Background: an optimization exercise with open tools, aiming at small area, a short achievable clock period and few clock cycles per item. Do not read the settings as production practice.
The RTL was checked by simulation tests, not by an equivalence proof against the original design.

==> flow/design.v, too long to show whole: its modules and the start of the top module <==
// module cvdsp_noise: 1028 lines
module cvdsp_noise (
    input  wire        clk,
    input  wire        rst,           
    input  wire        start,
    input  wire [1:0]  op,
    input  wire        clk_flag,      
    input  wire        hold_flag,     
    input  wire [2:0]  scale_sel,     
    input  wire [31:0] now,           
    input  wire [7:0]  pot_a,         
    input  wire [7:0]  pot_b,         
    input  wire [7:0]  pot3,          
    input  wire [15:0] raw_a,         
    input  wire [15:0] raw_b,         
    input  wire [31:0] arg,           
    input  wire [31:0] cfg_tmin,      
    input  wire [31:0] cfg_tmax,      
    input  wire [15:0] cfg_ext_thresh,  
    input  wire [31:0] cfg_pulse_us,  
    output wire        done,
    output wire  [13:0] quant_mv,      
    output wire         pulse,         
    output wire  [1:0]  fired,         
    output wire  [31:0] seed,          
    output wire  [13:0] cur_a,         
    output wire  [13:0] cur_b,         
    output wire  [31:0] last_a,        
    output wire  [31:0] last_b,        
    output wire  [2:0]  scale,         
    output wire         armed,         
    output wire  [31:0] pulse_until    
);
  // ...
==> flow/run.sh <==
#!/bin/bash
# synth_recipe.tcl (not shown) runs the flow's synth.tcl, then flattens the netlist and writes it again
# the make line also repeats each setting of config.mk as NAME=value (left out here)
make -C /OpenROAD-flow-scripts/flow DESIGN_CONFIG=/design/flow/config.mk WORK_HOME=/design/flow/orfs CLKGATE_MAP_FILE= SYNTH_SCRIPT=/design/flow/synth_recipe.tcl finish
==> flow/config.mk <==
export PLATFORM = sky130hd
export DESIGN_NAME = cvdsp_noise
export DESIGN_NICKNAME = cvdsp_noise
export VERILOG_FILES = /design/flow/design.v
export SDC_FILE = /design/flow/constraint.sdc
export NUM_CORES = 4
export LEC_CHECK = 0
export CAP_MARGIN = 20
export CORE_MARGIN = 2
export CORE_UTILIZATION = 40
export PLACE_DENSITY = 0.6
export SLEW_MARGIN = 20
==> flow/constraint.sdc <==
create_clock -name core_clock -period 22.0 [get_ports {clk}]
set_input_delay 4.4000 -clock core_clock [delete_from_list [all_inputs] [get_ports {clk}]]
set_output_delay 4.4000 -clock core_clock [all_outputs]
set_load 0.01 [all_outputs]
==> impl_metrics.json, run 1 <==
{
  "status": "timing/DRC/antenna clean",
  "wl_met1_mm": 155,
  "grt_setup_unrepaired": "false",
  "hold_violations": 0,
  "final_common_cell": "inv_1",
  "dr.max_layer_used": "met4",
  "drc_errors": 0,
  "num-nonclk-buffers": 611,
  "grt_pass1_wl_mm": 560,
  "final_cell_mix": "inv_1 (1777), fa_1 (1330), nor2_1 (1199)",
  "diodes": 26,
  "r2r_cells": 84,
  "cts_tree": "built",
  "synth_xor_area_share_pct": 6.82,
  "crit_path_end_kind": "register",
  "cts.sinks": 327,
  "clk_path_buf_depth": 3,
  "crit_start": "p1_now[0]",
  "clk_pin_slew_worst_paths_ns": 0.07,
  "arrival_ns": 21.08,
  "final_area_mm2": 0.105,
  "grt_max_degree": 110,
  "dp_slack_ns": 1.32,
  "cp.depth": 84,
  "multi_input_area_mm2": 0.0806,
  "register_area_mm2": 0.00655,
  "placement.cell_area_mm2": 0.103,
  "synthMostInstantiatedCell": "inv_1",
  "finalCritPeriodShare_pct": 93.3,
  "route.detailed.wl_per_inst_um": 24.9,
  "setup_slack_ns": 1.47,
  "hold_buffers": 0,
  "crit_buf_inv": 7,
  "grt_util_met2_pct": 47.3,
  "met3_usage_pct": 5.22,
  "holdCritPathClass": "reg2reg"
}
Testbench counts, summed over its fixed seeds: cycles 12,000, commands 12,000.
==> run 2: changes to the inputs <==
--- a/flow/design.v
+++ b/flow/design.v
@@ -862,167 +862,342 @@
         input [31:0] x;
         reg [31:0] t;
         begin
             t = x ^ (x << 13);
             t = t ^ (t >> 17);
             xorshift = t ^ (t << 5);
         end
     endfunction
-    function [13:0] div4095;
-        input [25:0] x;
-        reg [14:0] s;
-        begin
-            s = {1'b0, x[25:12]} + {3'd0, x[11:0]};
-            div4095 = x[25:12] + {11'd0, s[14:12]} +
-                      {13'd0, ({1'b0, s[14:12]} + {1'b0, s[11:0]}) >= 13'd4095};
-        end
-    endfunction
     function [13:0] quantize;
         input [13:0] v;
         input [2:0]  s;
-        reg [34:0] sn;
-        reg [6:0]  semis;
+        reg [26:0] sn;
         reg [7:0]  os;
         reg [10:0] pg;
         begin
-            sn    = v * 21'd12583 + 35'd524277;
-            semis = sn[26:20];
-            os    = oct_semi(semis);
-            pg    = pick_g({s, os[3:0]});
+            sn = {v, 13'd0} + {1'b0, v, 12'd0} + {5'd0, v, 8'd0} +
+                 {8'd0, v, 5'd0} + {10'd0, v, 3'd0} - {13'd0, v} + 27'd524277;
+            os = oct_semi(sn[26:20]);
+            pg = pick_g({s, os[3:0]});
             if (s == 3'd0)
                 quantize = v;
             else
                 quantize = oct_mv(os[7:4] + {3'd0, pg[10]}) + {4'd0, pg[9:0]};
         end
     endfunction
-    function [13:0] window;
-        input [11:0] r;
-        input [12:0] w;
-        begin
-            window = (14'd5000 - {1'b0, w}) + div4095(r * {w, 1'b0});
-        end
-    endfunction
     reg [31:0] st_seed;
-    reg [13:0] st_cur_a, st_cur_b;
     reg [31:0] st_last_a, st_last_b;
     reg [2:0]  st_scale;
+    reg [13:0] st_cur_a, st_cur_b;
     reg        st_armed;
     reg [31:0] st_until;
     reg        p1_valid;
-    reg [1:0]  p1_op;
-    reg        p1_hold;
-    reg        p1_ext_a, p1_ext_b, p1_clk;
-    reg [31:0] p1_int_a, p1_int_b;
+    reg        p1_tick;
+    reg        p1_q;
+    reg        p1_fa, p1_fb;
     reg [31:0] p1_now;
     reg [31:0] p1_x;         
     reg        p1_pus_pos;   
     reg [13:0] p1_v1, p1_v2;
     reg [2:0]  p1_scl;       
-    wire        s2_tick = p1_valid && (p1_op == OP_TICK);
-    wire        s2_run  = s2_tick && !p1_hold;
-    wire [31:0] el_a    = p1_now - st_last_a;
-    wire [31:0] el_b    = p1_now - st_last_b;
-    wire        fa = s2_run && (p1_ext_a ? p1_clk : (el_a >= p1_int_a));
-    wire        fb = s2_run && (p1_ext_b ? p1_clk : (el_b >= p1_int_b));
     wire [31:0] s1 = xorshift(st_seed);
     wire [31:0] s2 = xorshift(s1);
-    wire [31:0] s3 = xorshift(s2);
-    wire [31:0] s4 = xorshift(s3);
-    wire [31:0] sx = xorshift(p1_x);
-    wire        is_q = p1_valid && (p1_op == OP_QUANT);
-    wire [13:0] qa = quantize(p1_v1, is_q ? p1_scl : st_scale);
+    wire [11:0] r1 = s1[11:0];
+    wire [11:0] r2 = s2[11:0];
+    wire [15:0] c_a = cube_lut(pot_a);
+    wire [15:0] c_b = cube_lut(pot_b);
+    wire [32:0] m_span = {1'b0, cfg_tmin} - {1'b0, cfg_tmax};
+    wire [31:0] el_a = now - st_last_a;
+    wire [31:0] el_b = now - st_last_b;
+    wire [12:0] w  = win_lut(pot3);
+    wire [14:0] w2 = {1'b0, w, 1'b0};
+    wire [34:0] fa_mx = {{2{m_span[32]}}, m_span};
+    wire [2:0] fa_t0 = {c_a[1], c_a[0], 1'b0};
+    wire fa_one0 = fa_t0[1] ^ fa_t0[0];
+    wire fa_two0 = (fa_t0 == 3'b100) || (fa_t0 == 3'b011);
+    wire fa_neg0 = fa_t0[2];
+    wire [34:0] fa_pp0 = (({35{fa_one0}} & fa_mx) | ({35{fa_two0}} & {fa_mx[33:0], 1'b0})) ^ {35{fa_neg0}};
+    wire [49:0] fa_row0 = {{15{1'b0}}, ~fa_pp0[34], fa_pp0[33:0]} << 0;
+    wire [2:0] fa_t1 = {c_a[3], c_a[2], c_a[1]};
+    wire fa_one1 = fa_t1[1] ^ fa_t1[0];
+    wire fa_two1 = (fa_t1 == 3'b100) || (fa_t1 == 3'b011);
+    wire fa_neg1 = fa_t1[2];
+    wire [34:0] fa_pp1 = (({35{fa_one1}} & fa_mx) | ({35{fa_two1}} & {fa_mx[33:0], 1'b0})) ^ {35{fa_neg1}};
+    wire [49:0] fa_row1 = {{15{1'b0}}, ~fa_pp1[34], fa_pp1[33:0]} << 2;
+    wire [2:0] fa_t2 = {c_a[5], c_a[4], c_a[3]};
+    wire fa_one2 = fa_t2[1] ^ fa_t2[0];
+    wire fa_two2 = (fa_t2 == 3'b100) || (fa_t2 == 3'b011);
+    wire fa_neg2 = fa_t2[2];
+    wire [34:0] fa_pp2 = (({35{fa_one2}} & fa_mx) | ({35{fa_two2}} & {fa_mx[33:0], 1'b0})) ^ {35{fa_neg2}};
+    wire [49:0] fa_row2 = {{15{1'b0}}, ~fa_pp2[34], fa_pp2[33:0]} << 4;
+    wire [2:0] fa_t3 = {c_a[7], c_a[6], c_a[5]};
+    wire fa_one3 = fa_t3[1] ^ fa_t3[0];
+    wire fa_two3 = (fa_t3 == 3'b100) || (fa_t3 == 3'b011);
+    wire fa_neg3 = fa_t3[2];
+    wire [34:0] fa_pp3 = (({35{fa_one3}} & fa_mx) | ({35{fa_two3}} & {fa_mx[33:0], 1'b0})) ^ {35{fa_neg3}};
+    wire [49:0] fa_row3 = {{15{1'b0}}, ~fa_pp3[34], fa_pp3[33:0]} << 6;
+    wire [2:0] fa_t4 = {c_a[9], c_a[8], c_a[7]};
+    wire fa_one4 = fa_t4[1] ^ fa_t4[0];
+    wire fa_two4 = (fa_t4 == 3'b100) || (fa_t4 == 3'b011);
+    wire fa_neg4 = fa_t4[2];
+    wire [34:0] fa_pp4 = (({35{fa_one4}} & fa_mx) | ({35{fa_two4}} & {fa_mx[33:0], 1'b0})) ^ {35{fa_neg4}};
+    wire [49:0] fa_row4 = {{15{1'b0}}, ~fa_pp4[34], fa_pp4[33:0]} << 8;
+    wire [2:0] fa_t5 = {c_a[11], c_a[10], c_a[9]};
+    wire fa_one5 = fa_t5[1] ^ fa_t5[0];
+    wire fa_two5 = (fa_t5 == 3'b100) || (fa_t5 == 3'b011);
+    wire fa_neg5 = fa_t5[2];
+    wire [34:0] fa_pp5 = (({35{fa_one5}} & fa_mx) | ({35{fa_two5}} & {fa_mx[33:0], 1'b0})) ^ {35{fa_neg5}};
+    wire [49:0] fa_row5 = {{15{1'b0}}, ~fa_pp5[34], fa_pp5[33:0]} << 10;
+    wire [2:0] fa_t6 = {c_a[13], c_a[12], c_a[11]};
+    wire fa_one6 = fa_t6[1] ^ fa_t6[0];
+    wire fa_two6 = (fa_t6 == 3'b100) || (fa_t6 == 3'b011);
+    wire fa_neg6 = fa_t6[2];
+    wire [34:0] fa_pp6 = (({35{fa_one6}} & fa_mx) | ({35{fa_two6}} & {fa_mx[33:0], 1'b0})) ^ {35{fa_neg6}};
+    wire [49:0] fa_row6 = {{15{1'b0}}, ~fa_pp6[34], fa_pp6[33:0]} << 12;
+    wire [2:0] fa_t7 = {c_a[15], c_a[14], c_a[13]};
+    wire fa_one7 = fa_t7[1] ^ fa_t7[0];
+    wire fa_two7 = (fa_t7 == 3'b100) || (fa_t7 == 3'b011);
+    wire fa_neg7 = fa_t7[2];
+    wire [34:0] fa_pp7 = (({35{fa_one7}} & fa_mx) | ({35{fa_two7}} & {fa_mx[33:0], 1'b0})) ^ {35{fa_neg7}};
+    wire [49:0] fa_row7 = {{15{1'b0}}, ~fa_pp7[34], fa_pp7[33:0]} << 14;
+    wire [2:0] fa_t8 = {1'b0, 1'b0, c_a[15]};
+    wire fa_one8 = fa_t8[1] ^ fa_t8[0];
+    wire fa_two8 = (fa_t8 == 3'b100) || (fa_t8 == 3'b011);
+    wire fa_neg8 = fa_t8[2];
+    wire [34:0] fa_pp8 = (({35{fa_one8}} & fa_mx) | ({35{fa_two8}} & {fa_mx[33:0], 1'b0})) ^ {35{fa_neg8}};
+    wire [49:0] fa_row8 = {{15{1'b0}}, ~fa_pp8[34], fa_pp8[33:0]} << 16;
+    wire [14:0] fa_nb = {fa_neg7, 1'b0, fa_neg6, 1'b0, fa_neg5, 1'b0, fa_neg4, 1'b0, fa_neg3, 1'b0, fa_neg2, 1'b0, fa_neg1, 1'b0, fa_neg0};
+    wire [49:0] fa_ra = {3'd0, el_a, {15{m_span[32]}}};
+    wire [49:0] fa_rb = {3'd0, ~cfg_tmin, fa_nb};
+    wire [49:0] fa_d = fa_row0 + fa_row1 + fa_row2 + fa_row3 + fa_row4 + fa_row5 + fa_row6 + fa_row7 + fa_row8 + fa_ra + fa_rb + 50'd609868176195584;
+    wire tfire_a = !fa_d[49];
+    wire [34:0] fb_mx = {{2{m_span[32]}}, m_span};
+    wire [2:0] fb_t0 = {c_b[1], c_b[0], 1'b0};
+    wire fb_one0 = fb_t0[1] ^ fb_t0[0];
+    wire fb_two0 = (fb_t0 == 3'b100) || (fb_t0 == 3'b011);
+    wire fb_neg0 = fb_t0[2];
+    wire [34:0] fb_pp0 = (({35{fb_one0}} & fb_mx) | ({35{fb_two0}} & {fb_mx[33:0], 1'b0})) ^ {35{fb_neg0}};
+    wire [49:0] fb_row0 = {{15{1'b0}}, ~fb_pp0[34], fb_pp0[33:0]} << 0;
+    wire [2:0] fb_t1 = {c_b[3], c_b[2], c_b[1]};
+    wire fb_one1 = fb_t1[1] ^ fb_t1[0];
+    wire fb_two1 = (fb_t1 == 3'b100) || (fb_t1 == 3'b011);
+    wire fb_neg1 = fb_t1[2];
+    wire [34:0] fb_pp1 = (({35{fb_one1}} & fb_mx) | ({35{fb_two1}} & {fb_mx[33:0], 1'b0})) ^ {35{fb_neg1}};
+    wire [49:0] fb_row1 = {{15{1'b0}}, ~fb_pp1[34], fb_pp1[33:0]} << 2;
+    wire [2:0] fb_t2 = {c_b[5], c_b[4], c_b[3]};
+    wire fb_one2 = fb_t2[1] ^ fb_t2[0];
+    wire fb_two2 = (fb_t2 == 3'b100) || (fb_t2 == 3'b011);
+    wire fb_neg2 = fb_t2[2];
+    wire [34:0] fb_pp2 = (({35{fb_one2}} & fb_mx) | ({35{fb_two2}} & {fb_mx[33:0], 1'b0})) ^ {35{fb_neg2}};
+    wire [49:0] fb_row2 = {{15{1'b0}}, ~fb_pp2[34], fb_pp2[33:0]} << 4;
+    wire [2:0] fb_t3 = {c_b[7], c_b[6], c_b[5]};
+    wire fb_one3 = fb_t3[1] ^ fb_t3[0];
+    wire fb_two3 = (fb_t3 == 3'b100) || (fb_t3 == 3'b011);
+    wire fb_neg3 = fb_t3[2];
+    wire [34:0] fb_pp3 = (({35{fb_one3}} & fb_mx) | ({35{fb_two3}} & {fb_mx[33:0], 1'b0})) ^ {35{fb_neg3}};
+    wire [49:0] fb_row3 = {{15{1'b0}}, ~fb_pp3[34], fb_pp3[33:0]} << 6;
+    wire [2:0] fb_t4 = {c_b[9], c_b[8], c_b[7]};
+    wire fb_one4 = fb_t4[1] ^ fb_t4[0];
+    wire fb_two4 = (fb_t4 == 3'b100) || (fb_t4 == 3'b011);
+    wire fb_neg4 = fb_t4[2];
+    wire [34:0] fb_pp4 = (({35{fb_one4}} & fb_mx) | ({35{fb_two4}} & {fb_mx[33:0], 1'b0})) ^ {35{fb_neg4}};
+    wire [49:0] fb_row4 = {{15{1'b0}}, ~fb_pp4[34], fb_pp4[33:0]} << 8;
+    wire [2:0] fb_t5 = {c_b[11], c_b[10], c_b[9]};
+    wire fb_one5 = fb_t5[1] ^ fb_t5[0];
+    wire fb_two5 = (fb_t5 == 3'b100) || (fb_t5 == 3'b011);
+    wire fb_neg5 = fb_t5[2];
+    wire [34:0] fb_pp5 = (({35{fb_one5}} & fb_mx) | ({35{fb_two5}} & {fb_mx[33:0], 1'b0})) ^ {35{fb_neg5}};
+    wire [49:0] fb_row5 = {{15{1'b0}}, ~fb_pp5[34], fb_pp5[33:0]} << 10;
+    wire [2:0] fb_t6 = {c_b[13], c_b[12], c_b[11]};
+    wire fb_one6 = fb_t6[1] ^ fb_t6[0];
+    wire fb_two6 = (fb_t6 == 3'b100) || (fb_t6 == 3'b011);
+    wire fb_neg6 = fb_t6[2];
+    wire [34:0] fb_pp6 = (({35{fb_one6}} & fb_mx) | ({35{fb_two6}} & {fb_mx[33:0], 1'b0})) ^ {35{fb_neg6}};
+    wire [49:0] fb_row6 = {{15{1'b0}}, ~fb_pp6[34], fb_pp6[33:0]} << 12;
+    wire [2:0] fb_t7 = {c_b[15], c_b[14], c_b[13]};
+    wire fb_one7 = fb_t7[1] ^ fb_t7[0];
+    wire fb_two7 = (fb_t7 == 3'b100) || (fb_t7 == 3'b011);
+    wire fb_neg7 = fb_t7[2];
+    wire [34:0] fb_pp7 = (({35{fb_one7}} & fb_mx) | ({35{fb_two7}} & {fb_mx[33:0], 1'b0})) ^ {35{fb_neg7}};
+    wire [49:0] fb_row7 = {{15{1'b0}}, ~fb_pp7[34], fb_pp7[33:0]} << 14;
+    wire [2:0] fb_t8 = {1'b0, 1'b0, c_b[15]};
+    wire fb_one8 = fb_t8[1] ^ fb_t8[0];
+    wire fb_two8 = (fb_t8 == 3'b100) || (fb_t8 == 3'b011);
+    wire fb_neg8 = fb_t8[2];
+    wire [34:0] fb_pp8 = (({35{fb_one8}} & fb_mx) | ({35{fb_two8}} & {fb_mx[33:0], 1'b0})) ^ {35{fb_neg8}};
+    wire [49:0] fb_row8 = {{15{1'b0}}, ~fb_pp8[34], fb_pp8[33:0]} << 16;
+    wire [14:0] fb_nb = {fb_neg7, 1'b0, fb_neg6, 1'b0, fb_neg5, 1'b0, fb_neg4, 1'b0, fb_neg3, 1'b0, fb_neg2, 1'b0, fb_neg1, 1'b0, fb_neg0};
+    wire [49:0] fb_ra = {3'd0, el_b, {15{m_span[32]}}};
+    wire [49:0] fb_rb = {3'd0, ~cfg_tmin, fb_nb};
+    wire [49:0] fb_d = fb_row0 + fb_row1 + fb_row2 + fb_row3 + fb_row4 + fb_row5 + fb_row6 + fb_row7 + fb_row8 + fb_ra + fb_rb + 50'd609868176195584;
+    wire tfire_b = !fb_d[49];
+    wire [15:0] w1_mx = {{1{w2[14]}}, w2};
+    wire [2:0] w1_t0 = {r1[1], r1[0], 1'b0};
+    wire w1_one0 = w1_t0[1] ^ w1_t0[0];
+    wire w1_two0 = (w1_t0 == 3'b100) || (w1_t0 == 3'b011);
+    wire w1_neg0 = w1_t0[2];
+    wire [15:0] w1_pp0 = (({16{w1_one0}} & w1_mx) | ({16{w1_two0}} & {w1_mx[14:0], 1'b0})) ^ {16{w1_neg0}};
+    wire [27:0] w1_row0 = {{12{1'b0}}, ~w1_pp0[15], w1_pp0[14:0]} << 0;
+    wire [2:0] w1_t1 = {r1[3], r1[2], r1[1]};
+    wire w1_one1 = w1_t1[1] ^ w1_t1[0];
+    wire w1_two1 = (w1_t1 == 3'b100) || (w1_t1 == 3'b011);
+    wire w1_neg1 = w1_t1[2];
+    wire [15:0] w1_pp1 = (({16{w1_one1}} & w1_mx) | ({16{w1_two1}} & {w1_mx[14:0], 1'b0})) ^ {16{w1_neg1}};
+    wire [27:0] w1_row1 = {{12{1'b0}}, ~w1_pp1[15], w1_pp1[14:0]} << 2;
+    wire [2:0] w1_t2 = {r1[5], r1[4], r1[3]};
+    wire w1_one2 = w1_t2[1] ^ w1_t2[0];
+    wire w1_two2 = (w1_t2 == 3'b100) || (w1_t2 == 3'b011);
+    wire w1_neg2 = w1_t2[2];
+    wire [15:0] w1_pp2 = (({16{w1_one2}} & w1_mx) | ({16{w1_two2}} & {w1_mx[14:0], 1'b0})) ^ {16{w1_neg2}};
+    wire [27:0] w1_row2 = {{12{1'b0}}, ~w1_pp2[15], w1_pp2[14:0]} << 4;
+    wire [2:0] w1_t3 = {r1[7], r1[6], r1[5]};
+    wire w1_one3 = w1_t3[1] ^ w1_t3[0];
+    wire w1_two3 = (w1_t3 == 3'b100) || (w1_t3 == 3'b011);
+    wire w1_neg3 = w1_t3[2];
+    wire [15:0] w1_pp3 = (({16{w1_one3}} & w1_mx) | ({16{w1_two3}} & {w1_mx[14:0], 1'b0})) ^ {16{w1_neg3}};
+    wire [27:0] w1_row3 = {{12{1'b0}}, ~w1_pp3[15], w1_pp3[14:0]} << 6;
+    wire [2:0] w1_t4 = {r1[9], r1[8], r1[7]};
+    wire w1_one4 = w1_t4[1] ^ w1_t4[0];
+    wire w1_two4 = (w1_t4 == 3'b100) || (w1_t4 == 3'b011);
+    wire w1_neg4 = w1_t4[2];
+    wire [15:0] w1_pp4 = (({16{w1_one4}} & w1_mx) | ({16{w1_two4}} & {w1_mx[14:0], 1'b0})) ^ {16{w1_neg4}};
+    wire [27:0] w1_row4 = {{12{1'b0}}, ~w1_pp4[15], w1_pp4[14:0]} << 8;
+    wire [2:0] w1_t5 = {r1[11], r1[10], r1[9]};
+    wire w1_one5 = w1_t5[1] ^ w1_t5[0];
+    wire w1_two5 = (w1_t5 == 3'b100) || (w1_t5 == 3'b011);
+    wire w1_neg5 = w1_t5[2];
+    wire [15:0] w1_pp5 = (({16{w1_one5}} & w1_mx) | ({16{w1_two5}} & {w1_mx[14:0], 1'b0})) ^ {16{w1_neg5}};
+    wire [27:0] w1_row5 = {{12{1'b0}}, ~w1_pp5[15], w1_pp5[14:0]} << 10;
+    wire [2:0] w1_t6 = {1'b0, 1'b0, r1[11]};
+    wire w1_one6 = w1_t6[1] ^ w1_t6[0];
+    wire w1_two6 = (w1_t6 == 3'b100) || (w1_t6 == 3'b011);
+    wire w1_neg6 = w1_t6[2];
+    wire [15:0] w1_pp6 = (({16{w1_one6}} & w1_mx) | ({16{w1_two6}} & {w1_mx[14:0], 1'b0})) ^ {16{w1_neg6}};
+    wire [27:0] w1_row6 = {{12{1'b0}}, ~w1_pp6[15], w1_pp6[14:0]} << 12;
+    wire [27:0] w1_nb = {16'd0, 1'b0, w1_neg5, 1'b0, w1_neg4, 1'b0, w1_neg3, 1'b0, w1_neg2, 1'b0, w1_neg1, 1'b0, w1_neg0};
+    wire [27:0] w1_x = w1_row0 + w1_row1 + w1_row2 + w1_row3 + w1_row4 + w1_row5 + w1_row6 + w1_nb + 28'd89489408;
+    wire [15:0] w2_mx = {{1{w2[14]}}, w2};
+    wire [2:0] w2_t0 = {r2[1], r2[0], 1'b0};
+    wire w2_one0 = w2_t0[1] ^ w2_t0[0];
+    wire w2_two0 = (w2_t0 == 3'b100) || (w2_t0 == 3'b011);
+    wire w2_neg0 = w2_t0[2];
+    wire [15:0] w2_pp0 = (({16{w2_one0}} & w2_mx) | ({16{w2_two0}} & {w2_mx[14:0], 1'b0})) ^ {16{w2_neg0}};
+    wire [27:0] w2_row0 = {{12{1'b0}}, ~w2_pp0[15], w2_pp0[14:0]} << 0;
+    wire [2:0] w2_t1 = {r2[3], r2[2], r2[1]};
+    wire w2_one1 = w2_t1[1] ^ w2_t1[0];
+    wire w2_two1 = (w2_t1 == 3'b100) || (w2_t1 == 3'b011);
+    wire w2_neg1 = w2_t1[2];
+    wire [15:0] w2_pp1 = (({16{w2_one1}} & w2_mx) | ({16{w2_two1}} & {w2_mx[14:0], 1'b0})) ^ {16{w2_neg1}};
+    wire [27:0] w2_row1 = {{12{1'b0}}, ~w2_pp1[15], w2_pp1[14:0]} << 2;
+    wire [2:0] w2_t2 = {r2[5], r2[4], r2[3]};
+    wire w2_one2 = w2_t2[1] ^ w2_t2[0];
+    wire w2_two2 = (w2_t2 == 3'b100) || (w2_t2 == 3'b011);
+    wire w2_neg2 = w2_t2[2];
+    wire [15:0] w2_pp2 = (({16{w2_one2}} & w2_mx) | ({16{w2_two2}} & {w2_mx[14:0], 1'b0})) ^ {16{w2_neg2}};
+    wire [27:0] w2_row2 = {{12{1'b0}}, ~w2_pp2[15], w2_pp2[14:0]} << 4;
+    wire [2:0] w2_t3 = {r2[7], r2[6], r2[5]};
+    wire w2_one3 = w2_t3[1] ^ w2_t3[0];
+    wire w2_two3 = (w2_t3 == 3'b100) || (w2_t3 == 3'b011);
+    wire w2_neg3 = w2_t3[2];
+    wire [15:0] w2_pp3 = (({16{w2_one3}} & w2_mx) | ({16{w2_two3}} & {w2_mx[14:0], 1'b0})) ^ {16{w2_neg3}};
+    wire [27:0] w2_row3 = {{12{1'b0}}, ~w2_pp3[15], w2_pp3[14:0]} << 6;
+    wire [2:0] w2_t4 = {r2[9], r2[8], r2[7]};
+    wire w2_one4 = w2_t4[1] ^ w2_t4[0];
+    wire w2_two4 = (w2_t4 == 3'b100) || (w2_t4 == 3'b011);
+    wire w2_neg4 = w2_t4[2];
+    wire [15:0] w2_pp4 = (({16{w2_one4}} & w2_mx) | ({16{w2_two4}} & {w2_mx[14:0], 1'b0})) ^ {16{w2_neg4}};
+    wire [27:0] w2_row4 = {{12{1'b0}}, ~w2_pp4[15], w2_pp4[14:0]} << 8;
+    wire [2:0] w2_t5 = {r2[11], r2[10], r2[9]};
+    wire w2_one5 = w2_t5[1] ^ w2_t5[0];
+    wire w2_two5 = (w2_t5 == 3'b100) || (w2_t5 == 3'b011);
+    wire w2_neg5 = w2_t5[2];
+    wire [15:0] w2_pp5 = (({16{w2_one5}} & w2_mx) | ({16{w2_two5}} & {w2_mx[14:0], 1'b0})) ^ {16{w2_neg5}};
+    wire [27:0] w2_row5 = {{12{1'b0}}, ~w2_pp5[15], w2_pp5[14:0]} << 10;
+    wire [2:0] w2_t6 = {1'b0, 1'b0, r2[11]};
+    wire w2_one6 = w2_t6[1] ^ w2_t6[0];
+    wire w2_two6 = (w2_t6 == 3'b100) || (w2_t6 == 3'b011);
+    wire w2_neg6 = w2_t6[2];
+    wire [15:0] w2_pp6 = (({16{w2_one6}} & w2_mx) | ({16{w2_two6}} & {w2_mx[14:0], 1'b0})) ^ {16{w2_neg6}};
+    wire [27:0] w2_row6 = {{12{1'b0}}, ~w2_pp6[15], w2_pp6[14:0]} << 12;
+    wire [27:0] w2_nb = {16'd0, 1'b0, w2_neg5, 1'b0, w2_neg4, 1'b0, w2_neg3, 1'b0, w2_neg2, 1'b0, w2_neg1, 1'b0, w2_neg0};
+    wire [27:0] w2_x = w2_row0 + w2_row1 + w2_row2 + w2_row3 + w2_row4 + w2_row5 + w2_row6 + w2_nb + 28'd89489408;
+    wire        in_tick = start && (op == OP_TICK);
+    wire        in_run  = in_tick && !hold_flag;
+    wire        fire_a  = in_run && ((raw_a > cfg_ext_thresh) ? clk_flag : tfire_a);
+    wire        fire_b  = in_run && ((raw_b > cfg_ext_thresh) ? clk_flag : tfire_b);
+    wire [12:0] w_lo  = 13'd5000 - w;
+    wire [37:0] t1 = {w1_x[25:0], 12'd0} + {12'd0, w1_x[25:0]} + {24'd0, w1_x[25:12]} +
+                     38'd3 + {w_lo, 24'd0};
+    wire [37:0] t2 = {w2_x[25:0], 12'd0} + {12'd0, w2_x[25:0]} + {24'd0, w2_x[25:12]} +
+                     38'd3 + {w_lo, 24'd0};
+    wire signed [31:0] arg_s = arg;
+    wire [13:0] arg_c = arg_s[31] ? 14'd0 :
+                        (arg_s > 32'sd10000) ? 14'd10000 : arg_s[13:0];
+    wire        in_q  = (op == OP_QUANT);
+    wire [13:0] qa = quantize(p1_v1, p1_q ? p1_scl : st_scale);
     wire [13:0] q2 = quantize(p1_v2, st_scale);
-    wire        arm     = fa && (qa != st_cur_a);
+    wire        arm     = p1_fa && (qa != st_cur_a);
     wire [31:0] dleft   = st_until - p1_now;
     wire        old_pos = st_armed && !dleft[31] && (dleft != 32'd0);
     wire        pulse_n = arm ? p1_pus_pos : old_pos;
-    reg  [31:0] seed_n;
-    reg  [1:0]  nsel;         
-    always @(*) begin
-        nsel = 2'd0;
-        if (p1_valid) begin
-            case (p1_op)
-            OP_TICK: nsel = (fa && fb) ? 2'd2 : (fa || fb) ? 2'd1 : 2'd0;
-            OP_DRAW: nsel = 2'd1;
-            OP_SEED: nsel = 2'd3;
-            default: nsel = 2'd0;
-            endcase
-        end
-        case (nsel)
-        2'd0: seed_n = st_seed;
-        2'd1: seed_n = s1;
-        2'd2: seed_n = s2;
-        default: seed_n = p1_x;
-        endcase
-    end
     assign done        = p1_valid;
     assign quant_mv    = qa;
     assign pulse       = pulse_n;
-    assign fired       = {fb, fa};
-    assign seed        = seed_n;
-    assign cur_a       = fa ? qa : st_cur_a;
-    assign cur_b       = fb ? (fa ? q2 : qa) : st_cur_b;
-    assign last_a      = fa ? p1_now : st_last_a;
-    assign last_b      = fb ? p1_now : st_last_b;
-    assign scale       = (s2_tick && p1_hold) ? p1_scl : st_scale;
-    assign armed       = s2_tick ? pulse_n : st_armed;
+    assign fired       = {p1_fb, p1_fa};
+    assign seed        = st_seed;
+    assign cur_a       = p1_fa ? qa : st_cur_a;
+    assign cur_b       = p1_fb ? (p1_fa ? q2 : qa) : st_cur_b;
+    assign last_a      = st_last_a;
+    assign last_b      = st_last_b;
+    assign scale       = st_scale;
+    assign armed       = p1_tick ? pulse_n : st_armed;
     assign pulse_until = arm ? p1_x : st_until;
-    reg  [11:0] r1, r2;
-    always @(*) begin
-        case (nsel)
-        2'd0: begin r1 = s1[11:0]; r2 = s2[11:0]; end
-        2'd1: begin r1 = s2[11:0]; r2 = s3[11:0]; end
-        2'd2: begin r1 = s3[11:0]; r2 = s4[11:0]; end
-        default: begin r1 = sx[11:0]; r2 = xorshift(sx) & 32'hFFF; end
-        endcase
-    end
-    wire [12:0] w = win_lut(pot3);
-    wire [15:0]        c_a    = cube_lut(pot_a);
-    wire [15:0]        c_b    = cube_lut(pot_b);
-    wire signed [16:0] cs_a   = {1'b0, c_a};
-    wire signed [16:0] cs_b   = {1'b0, c_b};
-    wire signed [32:0] span   = {1'b0, cfg_tmax} - {1'b0, cfg_tmin};
-    wire signed [49:0] bias   = span[32] ? 50'sd32767 : 50'sd0;
-    wire signed [49:0] prod_a = span * cs_a + bias;
-    wire signed [49:0] prod_b = span * cs_b + bias;
-    wire signed [31:0] arg_s = arg;
-    wire [13:0] arg_c = arg_s[31] ? 14'd0 :
-                        (arg_s > 32'sd10000) ? 14'd10000 : arg_s[13:0];
-    wire        in_q  = (op == OP_QUANT);
-    wire        in_s  = (op == OP_SEED);
     always @(posedge clk) begin
-        p1_op      <= op;
-        p1_hold    <= hold_flag;
-        p1_ext_a   <= raw_a > cfg_ext_thresh;
-        p1_ext_b   <= raw_b > cfg_ext_thresh;
-        p1_clk     <= clk_flag;
-        p1_int_a   <= cfg_tmin + prod_a[46:15];
-        p1_int_b   <= cfg_tmin + prod_b[46:15];
         p1_now     <= now;
-        p1_x       <= in_s ? arg : now + cfg_pulse_us;
+        p1_x       <= now + cfg_pulse_us;
         p1_pus_pos <= !cfg_pulse_us[31] && (cfg_pulse_us != 32'd0);
-        p1_v1      <= in_q ? arg_c : window(r1, w);
-        p1_v2      <= window(r2, w);
-        p1_scl     <= in_q ? scale_sel : (({3'd0, pot3} * 11'd6) >> 8);
+        p1_v1      <= in_q ? arg_c : t1[37:24];
+        p1_v2      <= t2[37:24];
+        p1_scl     <= scale_sel;
+        p1_q       <= in_q;
         if (rst) begin
             p1_valid  <= 1'b0;
+            p1_tick   <= 1'b0;
+            p1_fa     <= 1'b0;
+            p1_fb     <= 1'b0;
             st_seed   <= 32'd1;
-            st_cur_a  <= 14'd5000;
-            st_cur_b  <= 14'd5000;
             st_last_a <= 32'd0;
             st_last_b <= 32'd0;
             st_scale  <= 3'd0;
+            st_cur_a  <= 14'd5000;
+            st_cur_b  <= 14'd5000;
             st_armed  <= 1'b0;
             st_until  <= 32'd0;
         end else begin
             p1_valid  <= start;
-            st_seed   <= seed_n;
+            p1_tick   <= in_tick;
+            p1_fa     <= fire_a;
+            p1_fb     <= fire_b;
+            if (start) begin
+                case (op)
+                OP_TICK: begin
+                    if (hold_flag)
+                        st_scale <= ({3'd0, pot3} * 11'd6) >> 8;
+                    if (fire_a && fire_b)
+                        st_seed <= s2;
+                    else if (fire_a || fire_b)
+                        st_seed <= s1;
+                end
+                OP_DRAW: st_seed <= s1;
+                OP_SEED: st_seed <= arg;
+                default: ;
+                endcase
+            end
+            if (fire_a) st_last_a <= now;
+            if (fire_b) st_last_b <= now;
             st_cur_a  <= cur_a;
             st_cur_b  <= cur_b;
-            st_last_a <= last_a;
-            st_last_b <= last_b;
-            st_scale  <= scale;
             st_armed  <= armed;
             st_until  <= pulse_until;
         end
     end
 endmodule
==> flow/config.mk (replaced) <==
export PLATFORM = sky130hd
export DESIGN_NAME = cvdsp_noise
export DESIGN_NICKNAME = cvdsp_noise
export VERILOG_FILES = /design/flow/design.v
export SDC_FILE = /design/flow/constraint.sdc
export NUM_CORES = 4
export LEC_CHECK = 0
export ABC_AREA = 1
export CAP_MARGIN = 20
export CORE_MARGIN = 2
export CORE_UTILIZATION = 40
export PLACE_DENSITY = 0.6
export SLEW_MARGIN = 20
==> run 2 against run 1 <==
Utilization increased by 0.26 points. Hold slack got worse by 0.026 ns. Wire length decreased by 11%. Via count decreased by 9.3%. Cell area decreased by 17%. Synthesized cell count decreased by 8.6%. Highest routed layer is now met5. Register-to-register slack improved by 7.9 ns.
==> impl_metrics.json, run 2 <==
{
  "cp-start-kind": "register",
  "place_inst": 13600,
  "grt_pass1_wl_mm": 498,
  "synthTopCellsByCount": "inv_1 (1881), nand2_1 (1490), ha_1 (1001), xor2_1 (900), fa_1 (801)",
  "status": "timing/DRC/antenna clean",
  "yosysWarnings": 1,
  "ys_seq_elements": 261,
  "min_from": "st_cur_b[10]",
  "hold_violations": 0,
  "drv_cap": 0,
  "slew-limit-headroom_pct": 21.6,
  "initial_core_util_pct": 40.1,
  "final_cell_mix": "inv_1 (1879), nand2_1 (1484), ha_1 (1001)",
  "layout-drive-gt1-share_pct": 4.60,
  "ioPinCount": 420,
  "synth_fp_nets": 12900,
  "synth_top_area_cell": "fa_1",
  "cts_tree": "built",
  "cts_setup_buffers": 0,
  "grt_util_met2_pct": 52.3,
  "wirelength_mm": 337,
  "areaGrowthSynthToFinish_pct": 10.5,
  "dp_hpwl_mm": 261,
  "crit_start": "p1_v1[6]",
  "synthMostInstantiatedCell": "inv_1",
  "synth_edf_count": 0,
  "route.detailed.wl_per_inst_um": 24.7,
  "async_reset_ff_share_pct": 0,
  "critPathRequiredTime_ns": 17.60,
  "die_area_mm2": 0.201,
  "grt_max_degree": 92,
  "met3_usage_pct": 5.22,
  "die_w_um": 448,
  "clk_latency_ns": 0.63,
  "synth_cell_types": 78,
  "grt_pass1_vias": 78200,
  "hold_buffers": 0,
  "netlist_area_mm2": 0.0790,
  "cts.sinks": 261,
  "setup_viol": 0,
  "use_met1_pct": 41.5,
  "cts_max_level": 1,
  "cpMostUsedCell": "nand2_1",
  "busiest_layer": "met2",
  "vias": 78700,
  "cpPeakStageDelay_ns": 0.75,
  "fin_crit_ns": 16.31,
  "core_area_mm2": 0.197,
  "instances_no_fill": 13600,
  "arrival_ns": 11.91,
  "grt_setup_unrepaired": "false",
  "multi_input_area_mm2": 0.0646,
  "finalSetupTns_ns": 0,
  "cts_inserted_buffers": 31,
  "die_h_um": 448,
  "grt.overflow.total": 0,
  "synthTopCellsByArea": "fa_1 (20%), ha_1 (16%), xor2_1 (10%), inv_1 (8.9%), nand2_1 (7.1%)",
  "synth-seq-area-share_pct": 6.61,
  "crit_path_end_kind": "output port",
  "worstHoldPathCells": 2,
  "path_max_fanout": 65,
  "clk_pin_slew_worst_paths_ns": 0.06,
  "io_buffers": 419,
  "fin_nets": 13000,
  "finalCritPeriodShare_pct": 74.1,
  "avgSynthCellArea_um2": 7.28,
  "yosysTopAreaCellShare_pct": 20.3,
  "tightest_slew_ns": 1.18,
  "crit_slowest_cell": "buf_4",
  "fin_skew_ns": 0.0257,
  "clk_path_buf_depth": 3,
  "antenna_found_initial": 16,
  "holdCritPathClass": "reg2reg",
  "register_area_mm2": 0.00523,
  "via_per_inst": 5.77,
  "root_buffer": "clkbuf_16",
  "synthCells": 10800,
  "place_congestion": 0.999,
  "ant_nets": 0,
  "num_rows": 163,
  "r2r_cells": 51,
  "drc_errors": 0,
  "n_fill_cell": 20200,
  "firstDrtPassIters": 9,
  "worstSetupPathType": "reg2out",
  "timing.fmax_mhz": 61.3,
  "synth_ff_type": "dfxtp_1",
  "grt.total_usage_pct": 32.6,
  "drt_iter0_drc": 7541,
  "maxSlewViolCount": 0,
  "final_common_cell": "inv_1",
  "cts_resized": 0,
  "r2r-start": "st_seed[7]"
}
run 2: cell families after synthesis:
family / synth area share, %
flip-flops: 6.61
adder cells (fa/ha/maj): 36.2
buffers and inverters: 12.0
multiplexers: 0.279
XOR/XNOR: 11.9
AO/OA/AOI/OAI: 18.1
AND/OR/NAND/NOR: 15.0
run 2: critical path, delay by kind of cell, from the launching register on:
| kind | cells | cell delay (ns) |
|---|---|---|
| simple gates | 29 | 3.91 |
| fa+ha+maj | 10 | 3.71 |
| buf+inv | 11 | 1.93 |
| compound gates | 4 | 0.68 |
| flops | 1 | 0.65 |
| xor+xnor | 2 | 0.38 |
run 2: stage by stage:
stage / hold WS, ns / cell area (um^2) / setup slack, ns / util, %
3_3_place_gp: 0.461 / 86100 / 5.46 / 43.7
4_1_cts: 0.474 / 87200 / 5.80 / 44.3
5_1_grt: 0.494 / 87200 / 4.96 / 44.3
3_5_place_dp: 0.466 / 86100 / 5.36 / 43.8
6_report: 0.476 / 87300 / 5.69 / 44.3
2_1_floorplan: 0.447 / 79000 / 8.85 / -
run 2: layout make-up:
cell class | instances | share of cell area (%)
Clock inverter | 15 | 0.198
Timing Repair Buffer | 617 | 6.51
Clock buffer | 41 | 1.04
Antenna cell | 9 | 0.0258
Multi-Input combinational cell | 8112 | 74.1
Inverter | 1951 | 8.40
Sequential cell | 261 | 5.99
Tap cell | 2640 | 3.79
run 2: layer usage:
| metal | vias to the layer above | routed length [um] | part of all wire (%) |
|---|---|---|---|
| li1 | 35800 | - | - |
| met2 | 4007 | 152000 | 45 |
| met5 | - | 50 | 0.015 |
| met4 | 8 | 22300 | 6.6 |
| met3 | 883 | 27900 | 8.3 |
| met1 | 38000 | 135000 | 40 |
run 2: final timing paths:
path | end | slack (ns)
worst min-delay path | st_cur_b[10] | 0.48
worst max-delay path | armed | 5.69
worst max register to register | p1_v2[13] | 9.39
worst min register to register | st_cur_b[10] | 0.48
Testbench counts of run 2, summed over its fixed seeds: cycles 12,000, commands 12,000.
==> run 3: changes to the inputs <==
--- a/flow/config.mk
+++ b/flow/config.mk
@@ -9,5 +9,5 @@
 export CAP_MARGIN = 20
 export CORE_MARGIN = 2
-export CORE_UTILIZATION = 40
-export PLACE_DENSITY = 0.6
+export CORE_UTILIZATION = 60
+export PLACE_DENSITY = 0.75
 export SLEW_MARGIN = 20
==> run 3 against run 2 <==
Critical path type is now in2reg. Flip-flop and latch count did not move. Die area shrank 33%. Sequential share of layout area rose by 0.096 points. Via count increased by 2.2%. Largest cell class unchanged. Cell count shrank 6.8%. Synthesized area stayed put. Utilization is 21 points higher. Clock skew grew 0.025 ns. Non-clock buffer count down 37.
==> impl_metrics.json, run 3 <==
{
  "critPathRequiredTime_ns": 22.45,
  "clk_latency_ns": 0.63,
  "hold_violations": 0,
  "dp_hpwl_mm": 224,
  "grt_pass1_wl_mm": 451,
  "cpPeakStageDelay_ns": 0.84,
  "final_cell_mix": "inv_1 (1879), nand2_1 (1482), ha_1 (1001)",
  "cts_inserted_buffers": 31,
  "path_max_fanout": 30,
  "grt_pass1_vias": 79700,
  "firstDrtPassIters": 10,
  "maxSlewViolCount": 0,
  "fin_crit_ns": 16.36,
  "yosysTopAreaCellShare_pct": 20.3,
  "grt.total_usage_pct": 42.2,
  "via_per_inst": 6.32,
  "place_congestion": 1.09,
  "cp-start-kind": "input port",
  "tightest_slew_ns": 1.04,
  "hold_buffers": 0,
  "avgSynthCellArea_um2": 7.28,
  "cts.sinks": 261,
  "synth_ff_type": "dfxtp_1",
  "setup_slack_ns": 5.64,
  "grt_max_degree": 101,
  "die_area_mm2": 0.135,
  "drt_iter0_drc": 9923,
  "finalCritPeriodShare_pct": 74.4,
  "ant_nets": 0,
  "antenna_found_initial": 7,
  "core_area_mm2": 0.131,
  "synth_edf_count": 0,
  "num_rows": 133,
  "synthCells": 10800,
  "fin_nets": 13000,
  "grt.overflow.total": 0,
  "yosysWarnings": 1,
  "route.detailed.wl_per_inst_um": 23.1,
  "cts_resized": 0,
  "multi_input_area_mm2": 0.0646,
  "clk_path_buf_depth": 3,
  "initial_core_util_pct": 60.2,
  "die_w_um": 367,
  "status": "timing/DRC/antenna clean",
  "clk_pin_slew_worst_paths_ns": 0.07,
  "finalSetupTns_ns": 0,
  "ys_seq_elements": 261,
  "vias": 80400,
  "crit_slowest_cell": "nand2_1",
  "worstSetupPathType": "in2reg",
  "fin_skew_ns": 0.0507,
  "final_common_cell": "inv_1",
  "areaGrowthSynthToFinish_pct": 8.71,
  "drc_errors": 0,
  "crit_path_end_kind": "register",
  "synthTopCellsByArea": "fa_1 (20%), ha_1 (16%), xor2_1 (10%), inv_1 (8.9%), nand2_1 (7.1%)",
  "io_buffers": 419,
  "die_h_um": 367,
  "layout-drive-gt1-share_pct": 4.31,
  "register_area_mm2": 0.00523,
  "synth_top_area_cell": "fa_1",
  "synth_fp_nets": 12900,
  "cts_max_level": 1,
  "arrival_ns": 16.82,
  "cts_tree": "built",
  "synth_cell_types": 78,
  "synthMostInstantiatedCell": "inv_1",
  "slew-limit-headroom_pct": 28.8,
  "netlist_area_mm2": 0.0790,
  "cts_setup_buffers": 0,
  "grt_setup_unrepaired": "false",
  "root_buffer": "clkbuf_16",
  "setup_viol": 0,
  "ioPinCount": 420,
  "async_reset_ff_share_pct": 0,
  "synth-seq-area-share_pct": 6.61,
  "drv_cap": 0,
  "dp_slack_ns": 5.32,
  "holdCritPathClass": "reg2reg",
  "synthTopCellsByCount": "inv_1 (1881), nand2_1 (1490), ha_1 (1001), xor2_1 (900), fa_1 (801)",
  "n_fill_cell": 11600,
  "wirelength_mm": 294,
  "timing.fmax_mhz": 61.1
}
## run 3: changes by cell type in the layout (fill, tap and decap cells not counted), sizes merged
| cell | previous run | this run |
|---|---|---|
| clkbuf | 41 | 36 |
| diode | 9 | 1 |
| clkdlybuf4s50 | 414 | 415 |
| clkinv | 32 | 33 |
| buf | 203 | 165 |
| bufinv | 3 | 5 |
| clkinvlp | 3 | 4 |
| inv | 1928 | 1930 |
## run 3: routing by layer
layer  vias to the layer above  GRT usage [%]  share of wire (%)
met3                      1309           11.8                 14
li1                      35700              -                  -
met2                      5587           65.1                 43
met1                     37800           54.1                 38
met5                         -              0              0.028
met4                        14           21.4                6.0
## run 3: worst max-delay path, delay by kind of cell
family,cells,cell delay [ns]
simple gates,9,2.05
fa+ha+maj,8,3.29
compound gates,16,3.09
xor+xnor,5,1.56
buf+inv,10,2.34
## run 3: area by class of cell
cell class / instances / share of cell area (%)
diodes: 1 / 0.00291
multi-input cells: 8112 / 75.2
flip-flops and latches: 261 / 6.08
repair buffers: 580 / 6.32
clock inverters: 21 / 0.306
inverters: 1951 / 8.53
clock buffers: 36 / 0.960
well taps: 1755 / 2.56
## run 3: final timing paths
path | endpoint | from | slack, ns | depth (start not counted)
worst max register to register | p1_v2[13] | st_seed[6] | 9.39 | 46
worst min-delay path | st_cur_b[10] | st_cur_b[10] | 0.47 | 2
worst max-delay path | p1_v1[13] | pot3[2] | 5.64 | 48
worst min register to register | st_cur_b[10] | st_cur_b[10] | 0.47 | 2
## run 3: logic make-up after synthesis
| family | Yosys count | share of synthesized area (%) |
|---|---|---|
| and+or+nand+nor | 2825 | 15.0 |
| buffers and inverters | 2473 | 12.0 |
| AOI/OAI and AO/OA | 2407 | 18.1 |
| adders and majority gates | 1802 | 36.2 |
| xor gates and xnor gates | 1056 | 11.9 |
| DFF | 261 | 6.61 |
| muxes | 22 | 0.279 |
## run 3: per-stage QoR
stage                     instances  util, %  area [um^2]  hold WS [ns]
final                         12700     65.5        85900         0.474
after global routing          12700     65.5        85900         0.507
after CTS                     12700     65.4        85800         0.476
after detailed placement      12700     64.6        84700         0.467
after global placement        12700     64.6        84700         0.462
after floorplan               10800        -        79000         0.447

-- port drivers added, routing unchanged --
The results above use ideal ports. As a check the final layouts listed here were re-extracted and re-timed, cells and wires unchanged. Step 1 assumes that a clkbuf_16 drives the clock port and a buf_2 every other input. Step 2 adds t to the input delays and takes it off the output delays; t is the mean of the earliest and latest rising clock arrival at the registers after step 1. Input paths then give back, and output paths get back, about the clock's delay inside the block. Slacks: no drivers / after step 1 / after step 2; pairs: no drivers / after step 1.
| run | t, ns | setup WS [ns] | slew at the worst register clock pin (ns) |
|---|---|---|---|
| run 1 | 0.685 | 1.465 / 1.465 / 1.465 | 0.07 / 0.07 |
| run 2 | 0.679 | 5.692 / 5.628 / 5.226 | 0.07 / 0.07 |
| run 3 | 0.672 | 5.636 / 5.681 / 5.009 | 0.09 / 0.09 |
After both steps every run listed still meets setup and hold. For run 3, which loses most, drivers alone change the setup slack by +0.045 ns; drivers and shift together by -0.627 ns.
